From an optimization exercise on the open Yosys and OpenROAD flow, aimed at small area, a short achievable clock period and few clock cycles; shortcuts taken in it are not production practice. Only simulation tests tie the RTL to the original design; equivalence was not proved. Power and IR drop assume default switching activity.

## design/flow/flow/run.sh

```bash
#!/bin/bash
set -uo pipefail
export BUFFER_PORTS_ARGS="-buffer_cell sky130_fd_sc_hd__buf_1"
export CTS_ARGS="-sink_clustering_enable -repair_clock_nets -dont_use_dummy_load"
bash standard.sh > standard_make.log 2>&1
status=$?
tail -n 40 standard_make.log
exit $status
```

## design/flow/standard.sh

```bash
#!/bin/bash
# synth_recipe.tcl (not shown) runs the flow's synth.tcl, then flattens the netlist and writes it again
# the make line also repeats each setting of config.mk as NAME=value (left out here)
make -C /OpenROAD-flow-scripts/flow DESIGN_CONFIG=/design/flow/config.mk WORK_HOME=/design/flow/orfs CLKGATE_MAP_FILE= SYNTH_SCRIPT=/design/flow/synth_recipe.tcl "${@:-finish}"
```

## design/flow/config.mk

```make
export PLATFORM = sky130hd
export DESIGN_NAME = mscc
export DESIGN_NICKNAME = mscc
export VERILOG_FILES = /design/flow/design.v
export SDC_FILE = /design/flow/constraint.sdc
export NUM_CORES = 4
export LEC_CHECK = 0
export ABC_AREA = 1
export CAP_MARGIN = 20
export CORE_MARGIN = 2
export CORE_UTILIZATION = 55
export PLACE_DENSITY = 0.7
export SETUP_SLACK_MARGIN = 5
export SLEW_MARGIN = 20
export TNS_END_PERCENT = 10
```

## design/flow/constraint.sdc

```tcl
create_clock -name core_clock -period 12.0 [get_ports {clk}]
set_input_delay 2.4000 -clock core_clock [delete_from_list [all_inputs] [get_ports {clk}]]
set_output_delay 2.4000 -clock core_clock [all_outputs]
set_load 0.01 [all_outputs]
```

## design/flow/design.v

```verilog
module mscc_debounce #(
    parameter [31:0] T = 32'd0,
    parameter        TICK2 = 1'b0     
) (
    input  wire        clk,
    input  wire        clear,      
    input  wire        update,     
    input  wire        raw,
    input  wire [31:0] now,
    input  wire [31:7] now_hm1,    
    output reg         level,      
    output wire        level_n,    
    output wire        rise        
);
    reg        pend;
    reg [31:0] since;
    wire       el_in;
    wire [6:0] el_lo;
    mscc_elapsed #(.K(7)) el (.now(now), .now_hm1(now_hm1), .t(since),
        .in_range(el_in), .lo(el_lo));
    wire        exp_c = pend && !(el_in && el_lo < T[6:0]);
    reg         exp_r;
    always @(posedge clk)
        exp_r <= exp_c;
    wire        expired   = (T == 32'd0) || (TICK2 ? exp_r : exp_c);
    assign level_n = (raw != level && expired) ? raw : level;
    assign rise    = !level && level_n;
    always @(posedge clk) begin
        if (clear) begin
            level <= 1'b0;
            pend  <= 1'b0;      
        end else if (update) begin
            if (raw == level) begin
                pend <= 1'b0;
            end else if (expired) begin
                level <= raw;
                pend  <= 1'b0;
            end else if (!pend) begin
                pend  <= 1'b1;
            end
        end
    end
    always @(posedge clk)
        if (!pend)
            since <= now;
endmodule
module mscc_elapsed #(
    parameter integer K = 7
) (
    input  wire [31:0]  now,
    input  wire [31:K]  now_hm1,
    input  wire [31:0]  t,
    output wire         in_range,
    output wire [K-1:0] lo
);
    wire [K:0] d_lo = {1'b0, now[K-1:0]} - {1'b0, t[K-1:0]};
    assign lo     = d_lo[K-1:0];
    assign in_range = d_lo[K] ? (now_hm1 == t[31:K]) : (now[31:K] == t[31:K]);
endmodule
module mscc_dec #(
    parameter integer W = 8
) (
    input  wire [W-1:0] a,
    output wire [W-1:0] y
);
    genvar i;
    generate
        for (i = 0; i < W; i = i + 1) begin : b
            if (i == 0) begin : lsb
                assign y[i] = !a[i];
            end else begin : upper
                assign y[i] = a[i] ^ !(|a[i-1:0]);
            end
        end
    endgenerate
endmodule
module mscc_unit #(
    parameter TICK2 = 1'b0          
) (
    input  wire        clk,
    input  wire        rst,            
    input  wire [31:0] now,
    input  wire [31:7] now_hm1,        
    input  wire        do_init,
    input  wire        do_estop,
    input  wire        do_start,       
    input  wire        do_stop,        
    input  wire        do_reset_req,   
    input  wire        do_clear_req,   
    input  wire        do_set_amp,
    input  wire [6:0]  amp_val,
    input  wire        do_set_sim,
    input  wire        sim_val,
    input  wire        do_inject,
    input  wire [4:0]  inj_val,
    input  wire        do_force,
    input  wire [2:0]  force_val,      
    input  wire        do_update,      
    input  wire        comm_lost,      
    input  wire        iso_stop,       
    input  wire        freq_we,        
    input  wire [15:0] freq_pulses,
    input  wire [15:0] freq_window,
    input  wire [3:0]  phys_bits,
    input  wire [15:0] phys_power,
    input  wire [3:0]  sim_bits,
    input  wire [15:0] sim_power,
    output reg  [2:0]  state,
    output reg  [4:0]  faults,
    output reg  [2:0]  pending,
    output reg         pulse,
    output reg         running,
    output reg         locked,
    output reg         comm_ok,
    output reg         sim,
    output reg         start_out,
    output reg         reset_out,
    output reg  [6:0]  amp,
    output reg  [15:0] power,          
    output reg         power_valid,
    output reg  [15:0] fq_pulses,      
    output reg  [15:0] fq_window,      
    output reg         fq_valid,
    output reg  [15:0] start_count,
    output reg  [15:0] fault_count,
    output wire        start_ok,       
    output wire        stop_ok,        
    output wire        reset_ok,       
    output wire        clear_ok,       
    output wire        safe,
    output wire [15:0] status_word,
    output wire [2:0]  upd_state,
    output wire [4:0]  upd_faults,
    output wire        upd_running
);
    localparam [2:0] U_IDLE = 3'd0, U_STARTING = 3'd1, U_RUNNING = 3'd2,
                     U_STOPPING = 3'd3, U_FAULT = 3'd4, U_UNKNOWN = 3'd5;
    localparam [2:0] P_NONE = 3'd0, P_START = 3'd1, P_STOP = 3'd2,
                     P_RESET = 3'd3, P_CLEAR = 3'd4;
    localparam [31:0] T_START_DELAY = 32'd100;
    localparam [31:0] T_STOP_SETTLE = 32'd100;
    localparam [31:0] T_RESET_PULSE = 32'd50;
    localparam [6:0]  AMP_RESET     = 7'd20;
    reg [31:0] t_state;
    reg [4:0]  inj;
    assign start_ok = (state == U_IDLE) && (faults == 5'd0) &&
                      (pending == P_NONE || pending == P_START);
    assign stop_ok  = ((state == U_STARTING || state == U_RUNNING) &&
                       (pending == P_NONE || pending == P_STOP)) ||
                      (state == U_IDLE && pending == P_START);
    wire [4:0] lvl;       
    wire [4:0] lvl_n;     
    wire [4:0] rise;
    assign reset_ok = (state == U_FAULT) && (faults == 5'b00001) && !lvl[0] &&
                      !pulse && (pending == P_NONE || pending == P_RESET);
    assign clear_ok = (state == U_FAULT) && !pulse &&
                      (pending == P_NONE || pending == P_CLEAR) &&
                      (faults == 5'd0 || (faults & 5'b11110) != 5'd0) &&
                      ((faults & lvl) == 5'd0);
    assign safe = (state == U_IDLE || state == U_FAULT) && !start_out && !reset_out;
    assign status_word = {(pending != P_NONE) || pulse, safe, reset_out, start_out,
                          sim, comm_ok, locked, running, faults, state};
    wire [3:0]  s_bits_c = sim ? sim_bits : phys_bits;
    reg  [3:0]  s_bits_r;
    always @(posedge clk)
        s_bits_r <= s_bits_c;
    wire [3:0]  s_bits = TICK2 ? s_bits_r : s_bits_c;
    wire [15:0] s_power = sim ? sim_power : phys_power;
    wire s_ovl  = s_bits[0];
    wire s_lock = s_bits[1];
    wire s_hw   = s_bits[2];
    wire s_wd   = s_bits[3];
    wire [4:0] raw = {s_wd, s_hw, comm_lost, (state == U_RUNNING) && !s_lock, s_ovl};
    wire       deb_clear = rst || do_init;
    mscc_debounce #(.T(32'd50), .TICK2(TICK2)) deb_ovl (.clk(clk), .clear(deb_clear), .update(do_update),
        .raw(raw[0]), .now(now), .now_hm1(now_hm1), .level(lvl[0]), .level_n(lvl_n[0]), .rise(rise[0]));
    mscc_debounce #(.T(32'd50), .TICK2(TICK2)) deb_ful (.clk(clk), .clear(deb_clear), .update(do_update),
        .raw(raw[1]), .now(now), .now_hm1(now_hm1), .level(lvl[1]), .level_n(lvl_n[1]), .rise(rise[1]));
    mscc_debounce #(.T(32'd0), .TICK2(TICK2)) deb_comm (.clk(clk), .clear(deb_clear), .update(do_update),
        .raw(raw[2]), .now(now), .now_hm1(now_hm1), .level(lvl[2]), .level_n(lvl_n[2]), .rise(rise[2]));
    mscc_debounce #(.T(32'd0), .TICK2(TICK2)) deb_hw (.clk(clk), .clear(deb_clear), .update(do_update),
        .raw(raw[3]), .now(now), .now_hm1(now_hm1), .level(lvl[3]), .level_n(lvl_n[3]), .rise(rise[3]));
    mscc_debounce #(.T(32'd0), .TICK2(TICK2)) deb_wd (.clk(clk), .clear(deb_clear), .update(do_update),
        .raw(raw[4]), .now(now), .now_hm1(now_hm1), .level(lvl[4]), .level_n(lvl_n[4]), .rise(rise[4]));
    wire [4:0]  new_f   = (rise | inj) & ~faults;
    wire [4:0]  faults1 = faults | new_f;
    wire [2:0]  new_cnt = {2'b00, new_f[0]} + {2'b00, new_f[1]} + {2'b00, new_f[2]} +
                          {2'b00, new_f[3]} + {2'b00, new_f[4]};
    wire        el_in;
    wire [6:0]  el_lo;
    mscc_elapsed #(.K(7)) el (.now(now), .now_hm1(now_hm1), .t(t_state),
        .in_range(el_in), .lo(el_lo));
    wire        el_ge_pulse_c = !(el_in && el_lo < T_RESET_PULSE[6:0]);
    wire        el_ge_100_c   = !(el_in && el_lo < T_START_DELAY[6:0]);
    reg         el_ge_pulse_r, el_ge_100_r;
    always @(posedge clk) begin
        el_ge_pulse_r <= el_ge_pulse_c;
        el_ge_100_r   <= el_ge_100_c;
    end
    wire        el_ge_pulse = TICK2 ? el_ge_pulse_r : el_ge_pulse_c;
    wire        el_ge_100   = TICK2 ? el_ge_100_r : el_ge_100_c;
    wire        el_ge_start = el_ge_100;
    wire        el_ge_stop  = el_ge_100;
    wire        all_clear = (faults1 & lvl_n) == 5'd0;
    reg [2:0]  n_state;
    reg [4:0]  n_faults;
    reg [2:0]  n_pending;
    reg        n_pulse, n_running, n_start_out, n_reset_out;
    reg [31:0] n_t_state;
    reg [15:0] n_start_count;
    always @* begin
        n_state       = state;
        n_faults      = faults1;
        n_pending     = pending;
        n_pulse       = pulse;
        n_running     = running;
        n_start_out   = start_out;
        n_reset_out   = reset_out;
        n_t_state     = t_state;
        n_start_count = start_count;
        if (state == U_UNKNOWN || (faults1 != 5'd0 && state != U_FAULT)) begin
            n_state     = U_FAULT;
            n_start_out = 1'b0;
            n_reset_out = 1'b0;
            n_pulse     = 1'b0;
            n_running   = 1'b0;
            n_pending   = P_NONE;
            n_t_state   = now;
        end else begin
            case (state)
                U_FAULT: begin
                    if (pulse) begin
                        if (el_ge_pulse) begin
                            n_pulse     = 1'b0;
                            n_reset_out = 1'b0;
                            if (faults1 == 5'b00001 && !lvl_n[0]) begin
                                n_faults  = 5'd0;
                                n_state   = U_IDLE;
                                n_t_state = now;
                            end
                        end
                    end else if (pending == P_RESET) begin
                        n_pending = P_NONE;
                        if (faults1 == 5'b00001 && !lvl_n[0]) begin
                            n_pulse     = 1'b1;
                            n_reset_out = 1'b1;
                            n_t_state   = now;
                        end
                    end else if (pending == P_CLEAR) begin
                        n_pending = P_NONE;
                        if (all_clear) begin
                            n_faults = faults1 & 5'b00001;
                            if ((faults1 & 5'b00001) == 5'd0) begin
                                n_state   = U_IDLE;
                                n_t_state = now;
                            end
                        end
                    end
                end
                U_IDLE: begin
                    if (pending == P_START) begin
                        n_pending     = P_NONE;
                        n_state       = U_STARTING;
                        n_start_out   = 1'b1;
                        n_t_state     = now;
                        n_start_count = start_count + 16'd1;
                    end
                end
                U_STARTING: begin
                    if (pending == P_STOP) begin
                        n_pending   = P_NONE;
                        n_state     = U_STOPPING;
                        n_start_out = 1'b0;
                        n_t_state   = now;
                    end else if (el_ge_start) begin
                        n_state   = U_RUNNING;
                        n_running = 1'b1;
                    end
                end
                U_RUNNING: begin
                    if (pending == P_STOP) begin
                        n_pending   = P_NONE;
                        n_state     = U_STOPPING;
                        n_start_out = 1'b0;
                        n_t_state   = now;
                    end
                end
                U_STOPPING: begin
                    if (el_ge_stop) begin
                        n_state   = U_IDLE;
                        n_running = 1'b0;
                    end
                end
                default: ;
            endcase
        end
    end
    assign upd_state   = n_state;
    assign upd_faults  = n_faults;
    assign upd_running = n_running;
    wire stop_ok_n = ((n_state == U_STARTING || n_state == U_RUNNING) &&
                      (n_pending == P_NONE || n_pending == P_STOP)) ||
                     (n_state == U_IDLE && n_pending == P_START);
    always @(posedge clk) begin
        if (rst || do_init) begin
            state       <= rst ? U_UNKNOWN : U_IDLE;
            faults      <= 5'd0;
            pending     <= P_NONE;
            pulse       <= 1'b0;
            running     <= 1'b0;
            locked      <= 1'b0;
            comm_ok     <= !rst;
            sim         <= 1'b0;
            start_out   <= 1'b0;
            reset_out   <= 1'b0;
            amp         <= AMP_RESET;
            power_valid <= 1'b0;
            fq_valid    <= 1'b0;
            start_count <= 16'd0;
            fault_count <= 16'd0;
            t_state     <= now;    
            inj         <= 5'd0;
        end else begin
            if (do_estop) begin
                start_out <= 1'b0;
                reset_out <= 1'b0;
                pulse     <= 1'b0;
                running   <= 1'b0;
                pending   <= P_NONE;
                state     <= (state == U_FAULT || state == U_UNKNOWN) ? U_FAULT : U_IDLE;
                t_state   <= now;
            end
            if (do_start)
                pending <= P_START;
            if (do_stop && stop_ok)
                pending <= (state == U_IDLE) ? P_NONE : P_STOP;
            if (do_reset_req)
                pending <= P_RESET;
            if (do_clear_req)
                pending <= P_CLEAR;
            if (do_set_amp)
                amp <= amp_val;
            if (do_set_sim)
                sim <= sim_val;
            if (do_inject)
                inj <= inj | inj_val;
            if (do_force) begin
                state     <= force_val;
                pending   <= P_NONE;
                pulse     <= 1'b0;
                reset_out <= 1'b0;
                start_out <= (force_val == U_STARTING || force_val == U_RUNNING);
                running   <= (force_val == U_RUNNING || force_val == U_STOPPING);
                t_state   <= now;
            end
            if (freq_we)
                fq_valid <= 1'b1;
            if (do_update) begin
                power_valid <= 1'b1;
                locked      <= s_lock;
                comm_ok     <= !comm_lost;
                inj         <= 5'd0;
                fault_count <= fault_count + {13'd0, new_cnt};
                state       <= n_state;
                faults      <= n_faults;
                pending     <= (iso_stop && stop_ok_n) ?
                               ((n_state == U_IDLE) ? P_NONE : P_STOP) : n_pending;
                pulse       <= n_pulse;
                running     <= n_running;
                start_out   <= n_start_out;
                reset_out   <= n_reset_out;
                t_state     <= n_t_state;
                start_count <= n_start_count;
            end
        end
    end
    always @(posedge clk) begin
        if (freq_we) begin
            fq_pulses <= freq_pulses;
            fq_window <= freq_window;
        end
        if (do_update)
            power <= s_power;
    end
endmodule
module mscc (
    input  wire        clk,
    input  wire        rst_n,             
    input  wire        cmd_valid,
    input  wire [31:0] cmd_word,
    input  wire [31:0] cmd_now,
    input  wire        comm_seen,
    input  wire [3:0]  phys_overload,
    input  wire [3:0]  phys_lock,
    input  wire [3:0]  phys_hw_fault,
    input  wire [3:0]  phys_wd_fault,
    input  wire [63:0] phys_power_raw,
    input  wire [63:0] phys_pulse_count,
    input  wire [63:0] phys_window_ms,
    input  wire [3:0]  sim_overload,
    input  wire [3:0]  sim_lock,
    input  wire [3:0]  sim_hw_fault,
    input  wire [3:0]  sim_wd_fault,
    input  wire [63:0] sim_power_raw,
    input  wire [63:0] sim_pulse_count,
    input  wire [63:0] sim_window_ms,
    output wire        res_valid,
    output wire [31:0] res_word,
    output wire [3:0]  start_out,
    output wire [3:0]  reset_out,
    output wire [7:0]  duty
);
    localparam [7:0] OP_NOP = 8'h00, OP_INIT = 8'h01, OP_TICK = 8'h02, OP_READ_REG = 8'h03,
                     OP_START = 8'h10, OP_STOP = 8'h11, OP_SET_AMP = 8'h12, OP_RESET_OVL = 8'h13,
                     OP_CLEAR_FAULTS = 8'h14, OP_GET_STATUS = 8'h15, OP_IS_SAFE = 8'h16,
                     OP_AMP_BCAST = 8'h17, OP_COORD_START = 8'h20, OP_CONFIRM = 8'h21,
                     OP_COORD_STOP = 8'h22, OP_UNIT_START = 8'h23, OP_UNIT_STOP = 8'h24,
                     OP_REPORT_FAULT = 8'h25, OP_ESTOP = 8'h26, OP_SET_INHIBIT = 8'h27,
                     OP_REARM = 8'h28, OP_SET_SIM = 8'h30, OP_INJECT_FAULT = 8'h31,
                     OP_FORCE_STATE = 8'h32;
    localparam [3:0] R_OK = 4'd0, R_ILLEGAL_OPCODE = 4'd1, R_RESERVED_FIELD = 4'd2,
                     R_BAD_INDEX = 4'd3, R_BAD_VALUE = 4'd4, R_BAD_STATE = 4'd5,
                     R_INHIBITED = 4'd6, R_NOT_INIT = 4'd7, R_LOCKED_OUT = 4'd8;
    localparam [2:0] M_IDLE = 3'd0, M_COORD_START = 3'd1, M_RUNNING = 3'd2,
                     M_ESTOP = 3'd3, M_FAULT_ISO = 3'd4;
    localparam [2:0] U_IDLE = 3'd0, U_STARTING = 3'd1, U_RUNNING = 3'd2,
                     U_STOPPING = 3'd3, U_FAULT = 3'd4, U_UNKNOWN = 3'd5;
    localparam [2:0] P_NONE = 3'd0, P_START = 3'd1, P_STOP = 3'd2,
                     P_RESET = 3'd3, P_CLEAR = 3'd4;
    localparam [31:0] T_COMM_TIMEOUT = 32'd1000;
    localparam [31:0] T_SEQ_TIMEOUT  = 32'd500;
    localparam [1:0] S_IDLE = 2'd0, S_TICK = 2'd1, S_DIV = 2'd2, S_DRESP = 2'd3;
    localparam integer DK = 2;
    localparam         TICK2 = 1'b1;
    localparam integer DSTEPS = 16 / DK;
    wire rst = !rst_n;
    reg [1:0]  fsm;
    reg        initialized;
    reg [31:0] last_comm;
    reg        comm_lost;
    reg [7:0]  duty_r;
    reg [5:0]  prec;          
    reg [6:0]  bcast;
    reg [2:0]  m_state;
    reg        inhibit;
    reg [3:0]  active, confirmed, faulted, stop_wait;
    reg [31:0] t_start_seq, t_stop_seq;
    reg        lf_valid, lf_timeout;
    reg [1:0]  lf_ch;
    reg [4:0]  lf_mask;
    reg        respond, do_tick;
    reg [3:0]  r_code;
    reg [15:0] r_val_c;     
    wire [15:0] r_val;      
    assign res_valid = cmd_valid && respond;
    assign res_word  = {r_val, 12'd0, r_code};
    assign duty      = duty_r;
    wire [31:7]  now_hm7;
    wire [31:10] now_hm10;
    mscc_dec #(.W(25)) dec7  (.a(cmd_now[31:7]),  .y(now_hm7));
    mscc_dec #(.W(22)) dec10 (.a(cmd_now[31:10]), .y(now_hm10));
    wire       lc_in, ss_in, sp_in;
    wire [9:0] lc_lo, ss_lo, sp_lo;
    mscc_elapsed #(.K(10)) el_lc (.now(cmd_now), .now_hm1(now_hm10), .t(last_comm),
        .in_range(lc_in), .lo(lc_lo));
    mscc_elapsed #(.K(10)) el_ss (.now(cmd_now), .now_hm1(now_hm10), .t(t_start_seq),
        .in_range(ss_in), .lo(ss_lo));
    mscc_elapsed #(.K(10)) el_sp (.now(cmd_now), .now_hm1(now_hm10), .t(t_stop_seq),
        .in_range(sp_in), .lo(sp_lo));
    wire comm_timeout = !(lc_in && lc_lo < T_COMM_TIMEOUT[9:0]);
    wire start_seq_to = !(ss_in && ss_lo < T_SEQ_TIMEOUT[9:0]);
    wire stop_seq_to  = !(sp_in && sp_lo < T_SEQ_TIMEOUT[9:0]);
    reg  comm_lost_r, start_seq_to_r, stop_seq_to_r;
    always @(posedge clk) begin
        comm_lost_r    <= !comm_seen && comm_timeout;
        start_seq_to_r <= start_seq_to;
        stop_seq_to_r  <= stop_seq_to;
    end
    wire comm_lost_t    = TICK2 ? comm_lost_r : (!comm_seen && comm_timeout);
    wire start_seq_to_t = TICK2 ? start_seq_to_r : start_seq_to;
    wire stop_seq_to_t  = TICK2 ? stop_seq_to_r : stop_seq_to;
    wire [11:0]  u_state;
    wire [19:0]  u_faults;
    wire [11:0]  u_pending;
    wire [3:0]   u_pulse, u_running, u_locked, u_comm_ok, u_sim;
    wire [27:0]  u_amp;
    wire [63:0]  u_power;
    wire [63:0]  u_fq_pulses, u_fq_window;
    wire [3:0]   u_power_valid, u_fq_valid;
    wire [11:0]  upd_state;
    wire [19:0]  upd_faults;
    wire [3:0]   upd_running;
    wire [63:0]  u_start_count, u_fault_count;
    wire [3:0]   u_start_ok, u_stop_ok, u_reset_ok, u_clear_ok, u_safe;
    wire [63:0]  u_status;
    reg        c_init, c_estop, c_update;
    reg [3:0]  c_start, c_stop, c_reset_req, c_clear_req, c_set_amp, c_set_sim, c_inject, c_force;
    reg [6:0]  c_amp;
    reg [2:0]  c_force_state;
    reg [3:0]  c_freq_we;
    reg        c_iso_stop;
    reg        comm_lost_n;
    genvar gi;
    generate
        for (gi = 0; gi < 4; gi = gi + 1) begin : unit
            mscc_unit #(.TICK2(TICK2)) u (
                .clk(clk), .rst(rst), .now(cmd_now), .now_hm1(now_hm7),
                .do_init(c_init), .do_estop(c_estop),
                .do_start(c_start[gi]), .do_stop(c_stop[gi]),
                .do_reset_req(c_reset_req[gi]), .do_clear_req(c_clear_req[gi]),
                .do_set_amp(c_set_amp[gi]), .amp_val(c_amp),
                .do_set_sim(c_set_sim[gi]), .sim_val(cmd_word[0]),
                .do_inject(c_inject[gi]), .inj_val(cmd_word[4:0]),
                .do_force(c_force[gi]), .force_val(c_force_state),
                .do_update(c_update), .comm_lost(comm_lost_n),
                .iso_stop(c_iso_stop),
                .freq_we(c_freq_we[gi]),
                .freq_pulses(u_sim[gi] ? sim_pulse_count[16*gi +: 16] : phys_pulse_count[16*gi +: 16]),
                .freq_window(u_sim[gi] ? sim_window_ms[16*gi +: 16] : phys_window_ms[16*gi +: 16]),
                .phys_bits({phys_wd_fault[gi], phys_hw_fault[gi], phys_lock[gi], phys_overload[gi]}),
                .phys_power(phys_power_raw[16*gi +: 16]),
                .sim_bits({sim_wd_fault[gi], sim_hw_fault[gi], sim_lock[gi], sim_overload[gi]}),
                .sim_power(sim_power_raw[16*gi +: 16]),
                .state(u_state[3*gi +: 3]), .faults(u_faults[5*gi +: 5]),
                .pending(u_pending[3*gi +: 3]), .pulse(u_pulse[gi]),
                .running(u_running[gi]), .locked(u_locked[gi]), .comm_ok(u_comm_ok[gi]),
                .sim(u_sim[gi]), .start_out(start_out[gi]), .reset_out(reset_out[gi]),
                .amp(u_amp[7*gi +: 7]), .power(u_power[16*gi +: 16]),
                .power_valid(u_power_valid[gi]),
                .fq_pulses(u_fq_pulses[16*gi +: 16]), .fq_window(u_fq_window[16*gi +: 16]),
                .fq_valid(u_fq_valid[gi]),
                .start_count(u_start_count[16*gi +: 16]),
                .fault_count(u_fault_count[16*gi +: 16]),
                .start_ok(u_start_ok[gi]), .stop_ok(u_stop_ok[gi]),
                .reset_ok(u_reset_ok[gi]), .clear_ok(u_clear_ok[gi]),
                .safe(u_safe[gi]), .status_word(u_status[16*gi +: 16]),
                .upd_state(upd_state[3*gi +: 3]), .upd_faults(upd_faults[5*gi +: 5]),
                .upd_running(upd_running[gi])
            );
        end
    endgenerate
    reg        dv_mul;         
    reg        dv_first;       
    reg [15:0] dv_r;           
    reg [15:0] dv_nq;          
    reg [15:0] dv_w;           
    wire       dv_sat_n = dv_r >= dv_w;    
    reg [2:0]  dv_cnt;
    reg [15:0] dv_r_n, dv_nq_n;
    reg [16:0] dv_shift;
    reg [17:0] dv_diff;
    integer    di;
    always @* begin
        dv_r_n  = dv_r;
        dv_nq_n = dv_nq;
        for (di = 0; di < DK; di = di + 1) begin
            dv_shift = {dv_r_n, dv_nq_n[15]};
            dv_diff  = {1'b0, dv_shift} - {2'b00, dv_w};
            if (!dv_diff[17]) begin
                dv_r_n  = dv_diff[15:0];
                dv_nq_n = {dv_nq_n[14:0], 1'b1};
            end else begin
                dv_r_n  = dv_shift[15:0];
                dv_nq_n = {dv_nq_n[14:0], 1'b0};
            end
        end
    end
    wire [7:0]  op  = cmd_word[31:24];
    wire [3:0]  idx = cmd_word[23:20];
    wire [3:0]  msk = cmd_word[19:16];
    wire [15:0] dat = cmd_word[15:0];
    wire [1:0]  ch  = idx[1:0];
    wire [6:0] amp_clamped = ($signed(dat) < 16'sd20)  ? 7'd20 :
                             ($signed(dat) > 16'sd100) ? 7'd100 : dat[6:0];
    wire fmask_ok = (dat[15:5] == 11'd0) && (dat[4:0] != 5'd0);
    wire [3:0] gate_code = (m_state == M_ESTOP || m_state == M_FAULT_ISO) ? R_LOCKED_OUT :
                           inhibit ? R_INHIBITED : R_OK;
    reg [3:0] is_idle, is_run, is_fault, is_active_state, rearm_ok;
    integer k;
    always @* begin
        for (k = 0; k < 4; k = k + 1) begin
            is_idle[k]         = u_state[3*k +: 3] == U_IDLE;
            is_run[k]          = u_state[3*k +: 3] == U_RUNNING;
            is_fault[k]        = u_state[3*k +: 3] == U_FAULT;
            is_active_state[k] = u_state[3*k +: 3] == U_STARTING ||
                                 u_state[3*k +: 3] == U_RUNNING ||
                                 u_state[3*k +: 3] == U_STOPPING;
            rearm_ok[k]        = is_idle[k] && u_faults[5*k +: 5] == 5'd0 &&
                                 u_pending[3*k +: 3] == P_NONE;
        end
    end
    wire [3:0]  run_mask  = u_running;
    wire [2:0]  run_count = {2'b00, run_mask[0]} + {2'b00, run_mask[1]} +
                            {2'b00, run_mask[2]} + {2'b00, run_mask[3]};
    wire [2:0]  blk_off   = dat[6:4] - 3'd2;
    wire        ch_block  = (dat[15:7] == 9'd0) && (dat[6:4] >= 3'd2) && (dat[6:4] <= 3'd5);
    wire [1:0]  rch       = blk_off[1:0];
    wire [2:0]  rpend     = u_pending[3*rch +: 3];
    wire [15:0] rpulses   = u_fq_valid[rch] ? u_fq_pulses[16*rch +: 16] : 16'd0;
    wire [15:0] rwindow   = u_fq_valid[rch] ? u_fq_window[16*rch +: 16] : 16'd1;
    wire [25:0] rp625     = {dv_nq, 9'd0} + {3'd0, dv_nq, 7'd0} - {6'd0, dv_nq, 4'd0} +
                            {10'd0, dv_nq};
    wire [29:0] rprod     = {rp625, 4'd0};
    wire        ch_blk_lo = (dat[6:4] >= 3'd2) && (dat[6:4] <= 3'd5);
    wire        reg_hit   = (dat[15:7] == 9'd0) &&
                            ((dat[6:4] == 3'd0 && dat[3:0] <= 4'h6) ||
                             (dat[6:1] == 6'b001000) ||
                             (ch_blk_lo && dat[3:0] <= 4'h9));
    wire        sys_blk = (dat[6:4] == 3'd0);
    wire [15:0] rs_0 = {13'd0, run_count};
    wire [15:0] rs_1 = {12'd0, run_mask};
    wire [15:0] rs_2 = {13'd0, m_state};
    wire [15:0] rs_3 = {stop_wait, faulted, confirmed, active};
    wire [15:0] rs_4 = {8'd0, duty_r};
    wire [15:0] rs_5 = {lf_valid, lf_timeout, 5'd0, lf_mask, 2'd0, lf_ch};
    wire [15:0] rs_6 = {12'd0, stop_wait != 4'd0, m_state == M_COORD_START, comm_lost, initialized};
    wire [15:0] rs_10 = {15'd0, inhibit};
    wire [15:0] rs_11 = {9'd0, bcast};
    wire        c_pulse = u_pulse[rch];
    wire        c_safe  = u_safe[rch];
    wire [7:0]  c_flags = {c_pulse, c_safe, reset_out[rch], start_out[rch], u_sim[rch],
                           u_comm_ok[rch], u_locked[rch], u_running[rch]};
    wire [4:0]  c_faults = u_faults[5*rch +: 5];
    wire [2:0]  c_state  = u_state[3*rch +: 3];
    wire [15:0] rc_0 = {12'd0, rpend == P_CLEAR, rpend == P_RESET || c_pulse,
                        rpend == P_STOP, rpend == P_START};
    wire [15:0] rc_1 = {9'd0, u_amp[7*rch +: 7]};
    wire [15:0] rc_2 = u_power_valid[rch] ? u_power[16*rch +: 16] : 16'd0;
    wire [15:0] rc_4 = {11'd0, c_faults};
    wire [15:0] rc_5 = {6'd0, rch, c_flags};
    wire [15:0] rc_6 = {13'd0, c_state};
    wire [15:0] rc_7 = u_start_count[16*rch +: 16];
    wire [15:0] rc_8 = u_fault_count[16*rch +: 16];
    wire [15:0] rc_9 = {rpend != P_NONE || c_pulse, c_flags[6:0], c_faults, c_state};
    function [15:0] sel16(input s, input [15:0] v);
        sel16 = {16{s}} & v;
    endfunction
    wire [15:0] reg_val =
        sel16(sys_blk && dat[3:0] == 4'h0, rs_0) | sel16(sys_blk && dat[3:0] == 4'h1, rs_1) |
        sel16(sys_blk && dat[3:0] == 4'h2, rs_2) | sel16(sys_blk && dat[3:0] == 4'h3, rs_3) |
        sel16(sys_blk && dat[3:0] == 4'h4, rs_4) | sel16(sys_blk && dat[3:0] == 4'h5, rs_5) |
        sel16(sys_blk && dat[3:0] == 4'h6, rs_6) |
        sel16(dat[6:4] == 3'd1 && !dat[0], rs_10) | sel16(dat[6:4] == 3'd1 && dat[0], rs_11) |
        sel16(ch_blk_lo && dat[3:0] == 4'h0, rc_0) | sel16(ch_blk_lo && dat[3:0] == 4'h1, rc_1) |
        sel16(ch_blk_lo && dat[3:0] == 4'h2, rc_2) | sel16(ch_blk_lo && dat[3:0] == 4'h4, rc_4) |
        sel16(ch_blk_lo && dat[3:0] == 4'h5, rc_5) | sel16(ch_blk_lo && dat[3:0] == 4'h6, rc_6) |
        sel16(ch_blk_lo && dat[3:0] == 4'h7, rc_7) | sel16(ch_blk_lo && dat[3:0] == 4'h8, rc_8) |
        sel16(ch_blk_lo && dat[3:0] == 4'h9, rc_9);
    function more_recent(input [5:0] pr, input integer i, input integer j);
        begin
            if (i < j)
                more_recent = pr[(i == 0) ? (j - 1) : (i == 1) ? (j + 1) : 5];
            else
                more_recent = !pr[(j == 0) ? (i - 1) : (j == 1) ? (i + 1) : 5];
        end
    endfunction
    reg [3:0]  win;           
    reg        any_run;
    reg [6:0]  win_amp;
    integer    j, j2;
    always @* begin
        win     = 4'd0;
        win_amp = 7'd0;
        for (j = 0; j < 4; j = j + 1) begin
            win[j] = upd_running[j];
            for (j2 = 0; j2 < 4; j2 = j2 + 1)
                if (j2 != j)
                    win[j] = win[j] && (!upd_running[j2] || more_recent(prec, j, j2));
            if (win[j]) win_amp = win_amp | u_amp[7*j +: 7];
        end
        any_run = upd_running != 4'd0;
    end
    function [7:0] duty_of(input [6:0] a);
        reg [7:0] ap;
        reg [2:0] t;
        begin
            ap = {1'b0, a} + (a[0] ? 8'd10 : 8'd0);
            t  = {2'b00, ap >= 8'd20} + {2'b00, ap >= 8'd40} + {2'b00, ap >= 8'd60} +
                 {2'b00, ap >= 8'd80} + {2'b00, ap >= 8'd100};
            duty_of = {a, 1'b0} + {2'b00, a[6:1]} + {5'd0, t};
        end
    endfunction
    wire [7:0]  duty_arb  = any_run ? duty_of(win_amp) : 8'd0;
    function [5:0] prec_front(input [5:0] pr, input [1:0] c);
        begin
            prec_front = pr;
            case (c)
                2'd0: prec_front = pr | 6'b000111;                     
                2'd1: prec_front = (pr & 6'b111110) | 6'b011000;       
                2'd2: prec_front = (pr & 6'b110101) | 6'b100000;       
                2'd3: prec_front = pr & 6'b001011;                     
            endcase
        end
    endfunction
    reg [1:0]  n_fsm;
    reg        n_initialized, n_comm_lost;
    reg [31:0] n_last_comm;
    reg [7:0]  n_duty;
    reg [5:0]  n_prec;
    reg [6:0]  n_bcast;
    reg [2:0]  n_m_state;
    reg        n_inhibit;
    reg [3:0]  n_active, n_confirmed, n_faulted, n_stop_wait;
    reg [31:0] n_t_start_seq, n_t_stop_seq;
    reg        n_lf_valid, n_lf_timeout;
    reg [1:0]  n_lf_ch;
    reg [4:0]  n_lf_mask;
    reg        iso, iso_to;
    reg [3:0]  iso_ch_mask;
    reg [1:0]  iso_ch;
    reg [4:0]  iso_mask;
    reg        op_known, use_idx, use_msk, use_dat, pre_init_ok;
    reg [3:0]  added;
    reg [3:0]  poll, conf1, sw1, stop_msk, up_idle, up_run, up_fault;
    reg [2:0]  st1;
    reg [2:0]  fs;
    integer    i;
    always @* begin
        n_fsm         = fsm;
        r_code        = R_OK;
        r_val_c         = 16'd0;
        respond       = 1'b0;
        n_initialized = initialized;
        n_comm_lost   = comm_lost;
        n_last_comm   = last_comm;
        n_duty        = duty_r;
        n_prec        = prec;
        n_bcast       = bcast;
        n_m_state     = m_state;
        n_inhibit     = inhibit;
        n_active      = active;
        n_confirmed   = confirmed;
        n_faulted     = faulted;
        n_stop_wait   = stop_wait;
        n_t_start_seq = t_start_seq;
        n_t_stop_seq  = t_stop_seq;
        n_lf_valid    = lf_valid;
        n_lf_timeout  = lf_timeout;
        n_lf_ch       = lf_ch;
        n_lf_mask     = lf_mask;
        c_init = 1'b0; c_estop = 1'b0; c_update = 1'b0;
        c_start = 4'd0; c_stop = 4'd0; c_reset_req = 4'd0; c_clear_req = 4'd0;
        c_set_amp = 4'd0; c_set_sim = 4'd0; c_inject = 4'd0; c_force = 4'd0;
        c_amp = amp_clamped;
        c_force_state = (dat[2:0] >= 3'd6) ? U_UNKNOWN : dat[2:0];
        c_freq_we = 4'd0;
        c_iso_stop = 1'b0;
        do_tick    = 1'b0;
        comm_lost_n = comm_lost;
        for (i = 0; i < 4; i = i + 1) begin
            up_idle[i]  = upd_state[3*i +: 3] == U_IDLE;
            up_run[i]   = upd_state[3*i +: 3] == U_RUNNING;
            up_fault[i] = upd_state[3*i +: 3] == U_FAULT;
        end
        iso = 1'b0; iso_to = 1'b0; iso_ch_mask = 4'd0; iso_ch = 2'd0; iso_mask = 5'd0;
        added = 4'd0; poll = 4'd0; conf1 = confirmed; sw1 = stop_wait; st1 = m_state;
        stop_msk = 4'd0; fs = 3'd0;
        op_known = 1'b1; use_idx = 1'b0; use_msk = 1'b0; use_dat = 1'b0;
        case (op)
            OP_NOP, OP_INIT, OP_TICK, OP_ESTOP, OP_REARM: ;
            OP_READ_REG, OP_AMP_BCAST, OP_SET_INHIBIT: use_dat = 1'b1;
            OP_START, OP_STOP, OP_RESET_OVL, OP_CLEAR_FAULTS, OP_GET_STATUS, OP_IS_SAFE,
            OP_CONFIRM, OP_UNIT_START, OP_UNIT_STOP: use_idx = 1'b1;
            OP_SET_AMP, OP_REPORT_FAULT, OP_SET_SIM, OP_INJECT_FAULT, OP_FORCE_STATE: begin
                use_idx = 1'b1;
                use_dat = 1'b1;
            end
            OP_COORD_START, OP_COORD_STOP: use_msk = 1'b1;
            default: op_known = 1'b0;
        endcase
        pre_init_ok = (op == OP_NOP || op == OP_INIT || op == OP_READ_REG ||
                       op == OP_GET_STATUS || op == OP_IS_SAFE);
        case (fsm)
            S_IDLE: if (cmd_valid) begin
                respond = 1'b1;
                if (!op_known)
                    r_code = R_ILLEGAL_OPCODE;
                else if ((!use_idx && idx != 4'd0) || (!use_msk && msk != 4'd0) ||
                         (!use_dat && dat != 16'd0))
                    r_code = R_RESERVED_FIELD;
                else if (!initialized && !pre_init_ok)
                    r_code = R_NOT_INIT;
                else if (use_idx && idx > 4'd3)
                    r_code = R_BAD_INDEX;
                else begin
                    case (op)
                        OP_NOP: ;
                        OP_INIT: begin
                            c_init        = 1'b1;
                            n_initialized = 1'b1;
                            n_last_comm   = cmd_now;
                            n_comm_lost   = 1'b0;
                            n_duty        = 8'd0;
                            n_prec        = 6'b111111;    
                            n_bcast       = 7'd0;
                            n_m_state     = M_IDLE;
                            n_inhibit     = 1'b0;
                            n_active      = 4'd0;
                            n_confirmed   = 4'd0;
                            n_faulted     = 4'd0;
                            n_stop_wait   = 4'd0;
                            n_t_start_seq = cmd_now;
                            n_t_stop_seq  = cmd_now;
                            n_lf_valid    = 1'b0;
                            n_lf_timeout  = 1'b0;
                            n_lf_ch       = 2'd0;
                            n_lf_mask     = 5'd0;
                        end
                        OP_TICK: begin
                            if (TICK2) begin
                                respond = 1'b0;
                                n_fsm   = S_TICK;
                            end else
                                do_tick = 1'b1;
                        end
                        OP_READ_REG: begin
                            if (!reg_hit) r_code = R_BAD_VALUE;
                            else if (ch_block && dat[3:0] == 4'h3) begin
                                respond = 1'b0;
                                n_fsm   = S_DIV;
                            end else
                                r_val_c  = reg_val;
                        end
                        OP_START: begin
                            if (gate_code != R_OK)   r_code = gate_code;
                            else if (!u_start_ok[ch]) r_code = R_BAD_STATE;
                            else                     c_start[ch] = 1'b1;
                        end
                        OP_STOP: begin
                            if (!u_stop_ok[ch]) r_code = R_BAD_STATE;
                            else                c_stop[ch] = 1'b1;
                        end
                        OP_SET_AMP: begin
                            c_set_amp[ch] = 1'b1;
                            n_prec        = prec_front(prec, ch);
                        end
                        OP_RESET_OVL: begin
                            if (!u_reset_ok[ch]) r_code = R_BAD_STATE;
                            else                 c_reset_req[ch] = 1'b1;
                        end
                        OP_CLEAR_FAULTS: begin
                            if (!u_clear_ok[ch]) r_code = R_BAD_STATE;
                            else                 c_clear_req[ch] = 1'b1;
                        end
                        OP_GET_STATUS: r_val_c = u_status[16*ch +: 16];
                        OP_IS_SAFE:    r_val_c = {15'd0, u_safe[ch]};
                        OP_AMP_BCAST: begin
                            c_set_amp = 4'b1111;
                            n_prec    = 6'b000000;        
                            n_bcast   = amp_clamped;
                        end
                        OP_COORD_START: begin
                            if (msk == 4'd0)                         r_code = R_BAD_VALUE;
                            else if (gate_code != R_OK)              r_code = gate_code;
                            else if (m_state != M_IDLE)              r_code = R_BAD_STATE;
                            else if ((msk & ~u_start_ok) != 4'd0)    r_code = R_BAD_STATE;
                            else begin
                                c_start       = msk;
                                n_m_state     = M_COORD_START;
                                n_active      = msk;
                                n_confirmed   = 4'd0;
                                n_t_start_seq = cmd_now;
                            end
                        end
                        OP_CONFIRM: begin
                            if (m_state != M_COORD_START || !active[ch] || !is_run[ch])
                                r_code = R_BAD_STATE;
                            else
                                n_confirmed[ch] = 1'b1;
                        end
                        OP_COORD_STOP, OP_UNIT_STOP: begin
                            stop_msk = (op == OP_COORD_STOP) ? msk : (4'b0001 << ch);
                            if (op == OP_COORD_STOP && msk == 4'd0)
                                r_code = R_BAD_VALUE;
                            else if (op == OP_COORD_STOP &&
                                     !(m_state == M_RUNNING || m_state == M_COORD_START))
                                r_code = R_BAD_STATE;
                            else if (op == OP_UNIT_STOP && m_state != M_RUNNING)
                                r_code = R_BAD_STATE;
                            else begin
                                c_stop = stop_msk;
                                added  = stop_msk & is_active_state & ~stop_wait;
                                n_stop_wait = stop_wait | added;
                                n_active    = active & ~stop_msk;
                                n_confirmed = confirmed & ~stop_msk;
                                if (added != 4'd0) n_t_stop_seq = cmd_now;
                            end
                        end
                        OP_UNIT_START: begin
                            if (gate_code != R_OK)          r_code = gate_code;
                            else if (m_state != M_RUNNING)  r_code = R_BAD_STATE;
                            else if (!u_start_ok[ch])       r_code = R_BAD_STATE;
                            else begin
                                c_start[ch]  = 1'b1;
                                n_active[ch] = 1'b1;
                            end
                        end
                        OP_REPORT_FAULT: begin
                            if (!fmask_ok)
                                r_code = R_BAD_VALUE;
                            else if (m_state == M_ESTOP) begin
                                n_faulted[ch] = 1'b1;
                                n_lf_valid    = 1'b1;
                                n_lf_timeout  = 1'b0;
                                n_lf_ch       = ch;
                                n_lf_mask     = dat[4:0];
                            end else begin
                                iso         = 1'b1;
                                iso_ch_mask = 4'b0001 << ch;
                                iso_ch      = ch;
                                iso_mask    = dat[4:0];
                            end
                        end
                        OP_ESTOP: begin
                            c_estop     = 1'b1;
                            n_duty      = 8'd0;
                            n_m_state   = M_ESTOP;
                            n_active    = 4'd0;
                            n_confirmed = 4'd0;
                            n_stop_wait = 4'd0;
                        end
                        OP_SET_INHIBIT: begin
                            if (dat > 16'd1) r_code = R_BAD_VALUE;
                            else             n_inhibit = dat[0];
                        end
                        OP_REARM: begin
                            if (m_state != M_FAULT_ISO || rearm_ok != 4'b1111)
                                r_code = R_BAD_STATE;
                            else begin
                                n_m_state = M_IDLE;
                                n_faulted = 4'd0;
                            end
                        end
                        OP_SET_SIM: begin
                            if (dat > 16'd1) r_code = R_BAD_VALUE;
                            else             c_set_sim[ch] = 1'b1;
                        end
                        OP_INJECT_FAULT: begin
                            if (!fmask_ok) r_code = R_BAD_VALUE;
                            else           c_inject[ch] = 1'b1;
                        end
                        OP_FORCE_STATE: begin
                            fs = c_force_state;
                            if (dat > 16'd7)
                                r_code = R_BAD_VALUE;
                            else if ((fs == U_STARTING || fs == U_RUNNING || fs == U_STOPPING) &&
                                     gate_code != R_OK)
                                r_code = gate_code;
                            else
                                c_force[ch] = 1'b1;
                        end
                        default: ;
                    endcase
                end
            end
            S_TICK: do_tick = 1'b1;
            S_DIV: begin
                if (dv_mul) begin
                end else if (dv_first && dv_sat_n) begin
                    respond = 1'b1;
                    r_val_c   = 16'hFFFF;
                end else if (dv_cnt == 3'd0)
                    n_fsm   = S_DRESP;
            end
            S_DRESP: begin
                respond = 1'b1;
                r_val_c   = dv_nq;
            end
        endcase
        if (do_tick) begin
                respond = 1'b1;
                for (i = 0; i < 4; i = i + 1)
                    c_freq_we[i] = (u_sim[i] ? sim_window_ms[16*i +: 16]
                                             : phys_window_ms[16*i +: 16]) != 16'd0;
                if (comm_seen) n_last_comm = cmd_now;
                comm_lost_n = comm_lost_t;
                n_comm_lost = comm_lost_n;
                c_update    = 1'b1;
                n_duty  = duty_arb;
                if (m_state != M_ESTOP) begin
                    poll = up_fault & ~faulted;
                    if (poll != 4'd0) begin
                        iso         = 1'b1;
                        iso_ch_mask = poll;
                        for (i = 0; i < 4; i = i + 1)
                            if (poll[i]) iso_ch = i[1:0];
                        iso_mask = upd_faults[5*iso_ch +: 5];
                    end else if (m_state != M_FAULT_ISO) begin
                        conf1 = confirmed | (active & up_run);
                        sw1   = stop_wait & ~up_idle;
                        n_confirmed = conf1;
                        n_stop_wait = sw1;
                        if ((m_state == M_COORD_START || m_state == M_RUNNING) &&
                            active == 4'd0 && sw1 == 4'd0) begin
                            n_m_state = M_IDLE;
                        end else begin
                            st1 = (m_state == M_COORD_START && conf1 == active) ? M_RUNNING : m_state;
                            n_m_state = st1;
                            if (st1 == M_COORD_START && start_seq_to_t) begin
                                iso    = 1'b1;
                                iso_to = 1'b1;
                            end else if (sw1 != 4'd0 && stop_seq_to_t) begin
                                iso    = 1'b1;
                                iso_to = 1'b1;
                            end
                        end
                    end
                end
            end
        if (iso) begin
            c_iso_stop   = c_update;
            n_m_state    = M_FAULT_ISO;
            n_faulted    = faulted | iso_ch_mask;
            n_lf_valid   = 1'b1;
            n_lf_timeout = iso_to;
            n_lf_ch      = iso_ch;
            n_lf_mask    = iso_mask;
            c_stop       = c_update ? 4'b0000 : 4'b1111;    
            n_active     = 4'd0;
            n_confirmed  = 4'd0;
            n_stop_wait  = 4'd0;
        end
        if (respond) begin
            n_fsm = S_IDLE;
            if (c_update)
                r_val_c = {1'b0, n_m_state, upd_state};
            if (r_code != R_OK) begin
                r_val_c = 16'd0;
            end
        end
    end
    wire rv_read = (op == OP_READ_REG) && (idx == 4'd0) && (msk == 4'd0) && reg_hit;
    wire rv_unit = (idx[3:2] == 2'b00) && (msk == 4'd0) && (dat == 16'd0);
    wire rv_stat = (op == OP_GET_STATUS) && rv_unit;
    wire rv_safe = (op == OP_IS_SAFE) && rv_unit;
    wire [15:0] r_val_idle = sel16(rv_read, reg_val) | sel16(rv_stat, u_status[16*ch +: 16]) |
                             sel16(rv_safe, {15'd0, u_safe[ch]});
    assign r_val = sel16(fsm == S_IDLE, r_val_idle) |
                   sel16(fsm == S_TICK, {1'b0, n_m_state, upd_state}) |
                   sel16(fsm == S_DRESP, dv_nq) | sel16(fsm == S_DIV, 16'hFFFF);
    always @(posedge clk) begin
        last_comm   <= n_last_comm;
        t_start_seq <= n_t_start_seq;
        t_stop_seq  <= n_t_stop_seq;
    end
    always @(posedge clk) begin
        if (rst) begin
            fsm         <= S_IDLE;
            initialized <= 1'b0;
            comm_lost   <= 1'b0;
            duty_r      <= 8'd0;
            prec        <= 6'b111111;
            bcast       <= 7'd0;
            m_state     <= M_IDLE;
            inhibit     <= 1'b0;
            active      <= 4'd0;
            confirmed   <= 4'd0;
            faulted     <= 4'd0;
            stop_wait   <= 4'd0;
            lf_valid    <= 1'b0;
            lf_timeout  <= 1'b0;
            lf_ch       <= 2'd0;
            lf_mask     <= 5'd0;
        end else begin
            fsm         <= n_fsm;
            initialized <= n_initialized;
            comm_lost   <= n_comm_lost;
            duty_r      <= n_duty;
            prec        <= n_prec;
            bcast       <= n_bcast;
            m_state     <= n_m_state;
            inhibit     <= n_inhibit;
            active      <= n_active;
            confirmed   <= n_confirmed;
            faulted     <= n_faulted;
            stop_wait   <= n_stop_wait;
            lf_valid    <= n_lf_valid;
            lf_timeout  <= n_lf_timeout;
            lf_ch       <= n_lf_ch;
            lf_mask     <= n_lf_mask;
            if (fsm == S_IDLE) begin
                dv_mul   <= 1'b1;
                dv_nq    <= rpulses;
                dv_w     <= rwindow;
            end else if (fsm == S_DIV && dv_mul) begin
                dv_mul   <= 1'b0;
                dv_first <= 1'b1;
                dv_r     <= {2'b00, rprod[29:16]};
                dv_nq    <= rprod[15:0];
                dv_cnt   <= DSTEPS - 1;
            end else if (fsm == S_DIV) begin
                dv_first <= 1'b0;
                dv_r     <= dv_r_n;
                dv_nq    <= dv_nq_n;
                dv_cnt   <= dv_cnt - 3'd1;
            end
        end
    end
endmodule
```

==> notes.md <==
==> layer usage <==
metal	global-route usage [%]	vias up	part of all wire (%)
li1	-	31500	-
met1	56.2	32700	37
met2	65.0	4706	42
met3	11.0	1025	13
met4	29.3	26	8.5
met5	0	-	0.068
==> how the worst min path moves through the flow <==
stage	end	slack [ps]	depth (start not counted)
after floorplan	unit[0].u.deb_ful.exp_r	410	2
after global placement	unit[2].u.deb_ful.exp_r	420	2
after detailed placement	unit[2].u.deb_ful.exp_r	430	2
after CTS	unit[1].u.deb_ovl.exp_r	390	2
after global routing	unit[1].u.deb_ovl.exp_r	400	2
final	unit[1].u.deb_ovl.exp_r	400	2
==> area by class of cell <==
class	instances	area share (%)
multi-input cells	6449	46.5
flip-flops and latches	1092	36.5
repair buffers	771	5.38
inverters	1106	5.36
clock buffers	117	3.69
well taps	1662	2.62
repair inverters	2	0.0205
diodes	5	0.0158
==> state kept, by name (all words and copies together) (netlist names), 12 cells and up <==
name,cells
unit.u.pending,12
unit.u.start_count,64
unit.u.state,12
dv_nq,16
dv_r,16
last_comm,32
unit.u.fq_window,64
unit.u.fq_pulses,64
dv_w,16
unit.u.t_state,128
unit.u.faults,20
t_stop_seq,32
unit.u.s_bits_r,16
unit.u.fault_count,64
unit.u.inj,20
unit.u.amp,28
unit.u.deb_ovl.since,128
unit.u.power,64
unit.u.deb_ful.since,128
t_start_seq,32
==> power by group through the flow <==
stage | Combinational, W | Sequential [W] | Clock [W]
3_5_place_dp | 0.00145 | 0.00423 | 0
4_1_cts | 0.00148 | 0.00415 | 0.00313
5_1_grt | 0.00169 | 0.00416 | 0.00326
6_report | 0.00156 | 0.00415 | 0.00313
2_1_floorplan | 0.000968 | 0.00421 | 0
3_3_place_gp | 0.00140 | 0.00422 | 0
==> cells by family (layout without fill, tap and decap cells) <==
family                     Yosys count  after routing  share of synthesized area [%]
and+or+nand+nor                   3727           3728                           22.7
AOI/OAI and AO/OA                 1978           1978                           16.4
buffers and inverters             1500           1996                           8.27
DFF                               1092           1092                           41.2
xor gates and xnor gates           381            381                           4.75
adders and majority gates          334            334                           6.49
muxes                               16             16                          0.228
other                                1             17                        0.00534
==> metrics by stage <==
step           setup WS (ps)  hold WS (ps)  instances
2_1_floorplan           4970           413       9040
3_5_place_dp            3170           434      11000
5_1_grt                 4490           404      11200
4_1_cts                 4520           385      11100
3_3_place_gp            3340           424      11000
6_report                4460           397      11200
==> cells in the mapped netlist, types with 81 or more instances <==
| cell | number | area [sq um] |
|---|---|---|
| o21ai_0 | 791 | 3960 |
| inv_1 | 1064 | 3990 |
| or2_2 | 81 | 507 |
| nor2_1 | 666 | 2500 |
| o22ai_1 | 139 | 870 |
| nand4_1 | 117 | 732 |
| xor2_1 | 279 | 2440 |
| dfxtp_1 | 386 | 7730 |
| nand2_1 | 2148 | 8060 |
| nor3_1 | 180 | 901 |
| xnor2_1 | 102 | 893 |
| edfxtp_1 | 706 | 21200 |
| a21oi_1 | 538 | 2690 |
| clkbuf_1 | 292 | 1100 |
| ha_1 | 284 | 3550 |
| nand3_1 | 308 | 1540 |
==> repair_timing <==
item,4_1_cts,5_1_grt
pin swaps,18,57
setup endpoints to repair,29,44
cloned,6,6
buffers inserted,30,75
resized for setup,140,221
==> worst max-delay path, delay by kind of cell <==
family | cells | cell delay, ps
and+or+nand+nor | 2 | 360
AOI/OAI and AO/OA | 6 | 1090
buffers and inverters | 8 | 1270
==> notes.md <==
Hold path startpoint: unit[1].u.deb_ovl.pend
Avg Cell Area, Syn: 7.78 sq um
Hold Path Class: reg2reg
Element type at the critical path end: output pin
Num ports: 533
Synthesis-to-layout area growth: 13.1%
Core area: 127000 sq um
Post-synth ARST share: 0%
CP endpoint: res_word[25]
Worst setup path class: in2out
Post-route ant nets: 0
Cell count after synthesis: 9029
Post-route setup TNS: 0 ps
Post-route cell area: 79400 sq um
CTS Hold Bufs: 0
Worst Path Arrival: 5140 ps
Critical Path Start: cmd_word[4]
FF+latch area: 28900 sq um
Max Buffers Root-to-Sink: 3
Gr ovfl total: 0
Clk slew on worst S/H paths: 50 ps
Worst r2r path cells: 46
Die height: 361 microns
P_int: 0.00630 W
Worst-Margin Slew: 1220 ps
Switching part of the total: 28.7%
Post-synthesis sequential area ratio: 41.2%
Most frequent cells in the layout: nand2_1 (2112), inv_1 (1033), o21ai_0 (775), edfxtp_1 (706), nor2_1 (630)
CTS sink cnt: 1092
Fin crit period: 7540 ps
Commonest non-fill, non-tap cell in the layout: nand2_1
Drt first pass iters: 9
Unique cell type count in the Yosys netlist: 78
Crit Reg-Reg Startpoint: fsm[0]
Routed len/inst: 26.5 microns
First-pass GRT wire length: 420000 microns
RePlAce Congestion: 1.11
Fmax: 133 MHz
WL final: 297000 microns
Overall power: 0.00884 W
Reg power frac: 47.0%
Final setup fails: 0
Clk Tree Root Cell: clkbuf_16
CP max FO: 5
Cell Pwr Density: 111 nW/um^2
Number of global-route vias before repair: 64.2k
VDD IR max: 0.000157 V
Crit path launch type: input port
Max Cap Viol: 0
Reg2reg end: duty_r[7]
Register-to-register setup slack: 5200 ps
Die Wd: 361 microns
DR DRC count: 0
Share of layout cells above drive strength 1: 8.70%
Final Hold Fails: 0
Die ar.: 131000 sq um
Worst EP required: 9600 ps
Psw: 0.00254 W
H-tree levels: 3
Ys flop type: edfxtp_1
FP Rows: 131
Largest net degree at the start of global routing: 71
CP Cell Sequence: buf_6, buf_8, clkinvlp_4, nor2_4, buf_12, clkinvlp_4, buf_4, clkbuf_16, o22ai_1, o21ai_0, o21ai_1, nor3_1, o31ai_1, a21oi_1, o211ai_1, buf_2
Fin. max-slew vios: 0
Crit path largest cell delay: 420 ps
Vias: 70.0k
Critical path's most frequent cell: clkinvlp_4
Port Buffer Count: 520
Tcrit/Tclk final: 62.8%
Combinational share of power: 17.6%
TritonCTS Buffers: 117
Worst-Skew Late Latency: 790 ps
GRT Util Overall: 43.7%
Slowest CP cell: o211ai_1
Final-stage net count: 10.4k
Initial drt markers: 10.1k
Slew margin rel.: 18.3%
Fillcell total: 11.2k
EDFF count, synth: 706
Placed cell area: 74000 sq um
Dpl hpwl: 223000 microns
Pleak: 32.5 nW
Synth Cell Area: 70200 sq um
Starting Density: 55.2%
Clk network pwr share: 35.4%
Status: no timing/DRC/antenna violations
Area of the multi-input gates: 36900 sq um
Core Util, Final: 62.4%
TritonCTS clock tree: yes
RSZ-0062 raised after global routing: true
Synth Register Bits: 1092
Vias per inst: 6.25
Initial antenna violation count: 24
Synth Warn #: 4
Post-Route Skew: 116 ps
Testbench counts, summed over its fixed seeds: cycles 33,098.

==> afterwards: timing with drivers on the ports <==
In the flow no input, the clock included, has a driving cell. The finished layout below was timed again as built, in two steps. Step 1, drivers: a clkbuf_16 drives clk and a buf_2 each remaining input, both assumed. Step 2 times the ports against the registers' clock, not the clock port: input delays grow and output delays shrink by t, the midpoint of the rising clock arrivals with the driver on. a / b / c = ideal ports / drivers / drivers and shift; a / b = the first two.
t, ns: 0.820
setup slack, ns: 4.462 / 4.422 / 4.422
worst register clock-pin slew, ns: 0.07 / 0.07
pins driven straight from the clock port: 1
After both steps setup and hold are still met in this run. The setup slack of this run moves by -0.040 ns with the drivers and by -0.040 ns with both steps.
